This is an optimization exercise on Yosys and OpenROAD, whose aim is small area, a short achievable clock period and few clock cycles, not a production implementation.
At most, simulation tests tie the RTL to the original design; equivalence was not proved.
Power and IR drop assume default switching activity.

// lufft_rx
module lufft_rx (
    input  wire        clk,
    input  wire        rst,
    input  wire        start,
    input  wire [2:0]  mode,
    input  wire [15:0] len,
    input  wire [7:0]  ecmd,
    input  wire [7:0]  ever,
    output wire        idle,
    input  wire        in_valid,
    input  wire [7:0]  in_data,
    output wire        in_ready,
    output reg         pay_valid,
    output wire [7:0]  pay_data,
    output reg         ent_valid,
    output wire [63:0] ent_value,
    output wire        ent_recog,
    output wire [1:0]  ent_kind,
    output reg         done,
    output reg  [7:0]  res_err,
    output wire [7:0]  res_len,
    output wire [63:0] res_value,
    output wire        res_recog,
    output wire [1:0]  res_kind
);
    function [15:0] crc_step(input [15:0] c, input [7:0] b);
        integer i;
        reg [15:0] r;
        reg [7:0]  d;
        begin
            r = c;
            d = b;
            for (i = 0; i < 8; i = i + 1) begin
                if (r[0] ^ d[0]) r = (r >> 1) ^ 16'h8408;
                else             r = r >> 1;
  ...
Size: ~1200 cells after synthesis, about 210 I/O pins, roughly 0.011 sq mm of cells after synthesis.
export LEC_CHECK = 0
export CAP_MARGIN = 20
export CORE_MARGIN = 2
export CORE_UTILIZATION = 60
export CTS_BUF_LIST = sky130_fd_sc_hd__clkbuf_8
export CTS_CLUSTER_DIAMETER = 80
export CTS_CLUSTER_SIZE = 24
export SETUP_SLACK_MARGIN = 5
export SLEW_MARGIN = 20
create_clock -name core_clock -period 8.5 [get_ports {clk}]
standard.sh (not shown) runs the stock make flow with config.mk's settings and CLKGATE_MAP_FILE= SYNTH_SCRIPT=/design/flow/synth_recipe.tcl, a recipe that flattens the netlist after the stock synthesis.
==> flow/flow/run.sh <==
#!/bin/bash
# Layout flow: the standard ORFS flow (standard.sh, standard synthesis
# unchanged) with two changes to how the layout is made:
#  - buffer_ports puts the smallest buffer (buf_1) on every input and output
#    port instead of the delay-cell buffer it picks by default;
#  - timing repair aims at 5.5 ns of setup slack at the design's period.
# The SDC, clock period and I/O constraints are the standard flow's, unchanged.
# make's full output goes to standard.log; ORFS keeps each step's log under
# orfs/logs.
set -euo pipefail
bash standard.sh BUFFER_PORTS_ARGS="-buffer_cell sky130_fd_sc_hd__buf_1" SETUP_SLACK_MARGIN=5.5 finish > standard.log 2>&1
The starting point ran to the end with no violations.
==> next run, changes <==
==> flow/flow/run.sh (replaced) <==
#!/bin/bash
# Layout flow: the standard ORFS flow (standard.sh, standard synthesis
# unchanged) with two changes to how the layout is made:
#  - buffer_ports puts the smallest buffer (buf_1) on every input and output
#    port instead of the delay-cell buffer it picks by default;
#  - timing repair aims at 5.6 ns of setup slack at the design's period.
# The SDC, clock period and I/O constraints are the standard flow's, unchanged.
# make's full output goes to standard.log; ORFS keeps each step's log under
# orfs/logs.
set -euo pipefail
bash standard.sh BUFFER_PORTS_ARGS="-buffer_cell sky130_fd_sc_hd__buf_1" SETUP_SLACK_MARGIN=5.6 finish > standard.log 2>&1
- The new run produced a clean layout
- die area does not change
- global-route usage goes up by 1.2 points
- sequential power hardly moves
- design area goes up by a few percent
Function was not checked in any run of this note: the RTL went through the layout flow alone.

Another version of the RTL of lufft_rx (not shown whole).
For scale: roughly 0.012 mm2 of cells after synthesis.
clock: 8.5 ns
lec_check: 0
abc_area: 1
cap_margin: 20
core_margin: 2
core_utilization: 60
cts_cluster_diameter: 80
cts_cluster_size: 24
setup_slack_margin: 5
slew_margin: 20
==> flow/flow/run.sh <==
#!/bin/bash
set -euo pipefail
bash standard.sh BUFFER_PORTS_ARGS="-buffer_cell sky130_fd_sc_hd__buf_1" SETUP_SLACK_MARGIN=5.5 finish > standard.log 2>&1
Testbench counts at the start, summed over its fixed seeds: cycles 15,909.
Next try:
==> flow/flow/run.sh (replaced) <==
#!/bin/bash
set -euo pipefail
bash standard.sh BUFFER_PORTS_ARGS="-buffer_cell sky130_fd_sc_hd__buf_1" SETUP_SLACK_MARGIN=5.7 finish > standard.log 2>&1
Settings changed: ABC_AREA 1 to not set.
Effect: The changed run finished clean; sequential power is about the same; worst hold slack degrades by 0.038 ns; non-clock buffer count goes up by 47; final area goes up by 2.1%; synthesized cell count goes down by 18%; routed wire length goes down by 5.1%; power goes up by 3.7%; via count goes down by 11%; sequential share of layout area goes down by 0.60 points; global-route usage goes down by 0.82 points; register-to-register slack improves by 0.03 ns.
Next try:
==> flow/flow/run.sh (replaced) <==
#!/bin/bash
set -euo pipefail
bash standard.sh BUFFER_PORTS_ARGS="-buffer_cell sky130_fd_sc_hd__buf_1" SETUP_SLACK_MARGIN=5.5 finish > standard.log 2>&1
Settings changed: CORE_UTILIZATION 60 to 70.
Effect: Core utilization went up by 7.6 points. Cell area drops by about 6%. Count of clock-buffer cells in the layout came out higher by 4. Sequential cell count does not change. Clock power is lower by about 14%.
Next try:
Settings changed: CORE_UTILIZATION 70 to 60.
Result: The new run finished clean; non-clock buffer count increases by 8; critical path depth is unchanged; design area grows by 1.3%; total power goes up by 5.2%; register-to-register slack gains 0.03 ns; via count came out lower by 2.8%; worst setup slack gets better by 0.017 ns; routed wire length is higher by 0.71%.

## indigo
Another version of the RTL of lufft_rx (not shown whole).
Size: about 1300 cells after synthesis, roughly 180 flip-flops, about 210 I/O pins.
// lufft_rx
module lufft_rx (
    input  wire        clk,
    input  wire        rst,
    input  wire        start,
    input  wire [2:0]  mode,
    input  wire [15:0] len,
    input  wire [7:0]  ecmd,
    input  wire [7:0]  ever,
    output wire        idle,
    input  wire        in_valid,
    input  wire [7:0]  in_data,
    output wire        in_ready,
    output reg         pay_valid,
    output wire [7:0]  pay_data,
    output reg         ent_valid,
    output wire [63:0] ent_value,
    output wire        ent_recog,
    output wire [1:0]  ent_kind,
    output reg         done,
    output reg  [7:0]  res_err,
    output wire [7:0]  res_len,
    output wire [63:0] res_value,
    output wire        res_recog,
    output wire [1:0]  res_kind
);
    function [15:0] crc_step(input [15:0] c, input [7:0] b);
        integer i;
        reg [15:0] r;
        reg [7:0]  d;
        begin
            r = c;
            d = b;
            for (i = 0; i < 8; i = i + 1) begin
                if (r[0] ^ d[0]) r = (r >> 1) ^ 16'h8408;
                else             r = r >> 1;
                d = d >> 1;
            end
            crc_step = r;
        end
    endfunction
    reg        idle_r;        
    reg        rdy;           
    reg        rep;           
    reg        h7v;           
    reg [2:0]  md;
    reg [7:0]  cm, ve;
    reg        lerr;
    reg [15:0] rem;           
    reg [7:0]  iq;            
    reg        iv;
    reg        f0q;           
    reg        c_lt2;         
    reg        c_neg;         
    reg        c_z;           
    reg        c_le7;         
    reg [2:0]  hidx;          
    reg [2:0]  dd;            
    reg        pre;           
    reg [3:0]  pos;           
  ...
==> flow/config.mk <==
export PLATFORM = sky130hd
export DESIGN_NAME = lufft_rx
export DESIGN_NICKNAME = lufft_rx
export VERILOG_FILES = /design/flow/design.v
export SDC_FILE = /design/flow/constraint.sdc
export NUM_CORES = 4
export LEC_CHECK = 0
export CAP_MARGIN = 20
export CORE_MARGIN = 2
export CORE_UTILIZATION = 60
export CTS_BUF_LIST = sky130_fd_sc_hd__clkbuf_8
export CTS_CLUSTER_DIAMETER = 80
export CTS_CLUSTER_SIZE = 24
export SETUP_SLACK_MARGIN = 5
export SLEW_MARGIN = 20
==> flow/constraint.sdc <==
create_clock -name core_clock -period 8.5 [get_ports {clk}]
set_input_delay 1.7000 -clock core_clock [delete_from_list [all_inputs] [get_ports {clk}]]
set_output_delay 1.7000 -clock core_clock [all_outputs]
set_load 0.01 [all_outputs]
==> flow/flow/run.sh <==
#!/bin/bash
set -euo pipefail
bash standard.sh BUFFER_PORTS_ARGS="-buffer_cell sky130_fd_sc_hd__buf_1" SETUP_SLACK_MARGIN=5.5 finish > standard.log 2>&1
No stage failed in indigo, and the final checks on the layout all came back clean.
Testbench counts of indigo, summed over its fixed seeds: cycles 15,909.
Modified inputs, maple compared to indigo
# indigo
export LEC_CHECK = 0
export CAP_MARGIN = 20
export CORE_MARGIN = 2
export CORE_UTILIZATION = 60
export CTS_BUF_LIST = sky130_fd_sc_hd__clkbuf_8
export CTS_CLUSTER_DIAMETER = 80
export CTS_CLUSTER_SIZE = 24
export SETUP_SLACK_MARGIN = 5
export SLEW_MARGIN = 20
create_clock -name core_clock -period 8.5 [get_ports {clk}]
# maple
export LEC_CHECK = 0
export CAP_MARGIN = 20
export CORE_MARGIN = 2
export CORE_UTILIZATION = 60
export CTS_CLUSTER_DIAMETER = 80
export CTS_CLUSTER_SIZE = 24
export SETUP_SLACK_MARGIN = 5
export SLEW_MARGIN = 20
create_clock -name core_clock -period 8.5 [get_ports {clk}]
## What came out
maple vs. indigo: switching portion of total power now sits lower; global-route usage now sits higher. In the final reports, the cell area of maple is larger than that of indigo. Re portion of total power attributed to combinational logic: indigo was higher than maple. Comparing worst-margin pin slew for indigo and maple, the bigger number came from maple. Summary of the comparison: largest fanout of any net on the critical path is lower in maple, relative to indigo. [compare] base=indigo new=maple: total power has increased; final layout net count has remained practically unchanged. Any difference in setup slack between indigo and maple is small enough to ignore. Across both runs, part of the power in the clock network was higher for maple than for indigo. Global routing usage on met2, indigo and maple: smaller value in indigo.

==> what the ideal ports hide <==
No port has a modelled driver above. Below, the same layouts with a new extraction and two added sets of constraints.
Step 1: set_driving_cell puts a clkbuf_16 on clk and a buf_2 on each other input, an assumption about the parent block.
Step 2 moves the port delays by t, midway between the first and last clock arrival at a register: inputs arrive t later, outputs are due t later. That takes back most of the time a late clock gives input paths.
a / b / c = no drivers / after step 1 / after step 2; a / b = the first two.
| run | t, ns | setup slack, ns | latest minus earliest clock arrival (ns) |
|---|---|---|---|
| the first run of note 1 | 0.504 | 5.555 / 5.516 / 5.108 | 0.020 / 0.020 |
| the second run of note 1 | 0.508 | 5.648 / 5.607 / 5.199 | 0.018 / 0.019 |
| the first run of note 2 | 0.489 | 5.509 / 5.462 / 5.120 | 0.013 / 0.014 |
| the second run of note 2 | 0.487 | 5.653 / 5.606 / 5.220 | 0.014 / 0.014 |
| the third run of note 2 | 0.486 | 5.531 / 5.483 / 5.179 | 0.013 / 0.013 |
| the fourth run of note 2 | 0.481 | 5.547 / 5.499 / 5.141 | 0.018 / 0.018 |
| indigo | 0.508 | 5.537 / 5.493 / 5.126 | 0.021 / 0.021 |
| maple | 0.484 | 5.536 / 5.489 / 5.207 | 0.013 / 0.013 |
After both steps setup and hold are still met in every run listed. For the second run of note 1, which loses most, drivers alone change the setup slack by -0.041 ns; drivers and shift together by -0.449 ns.
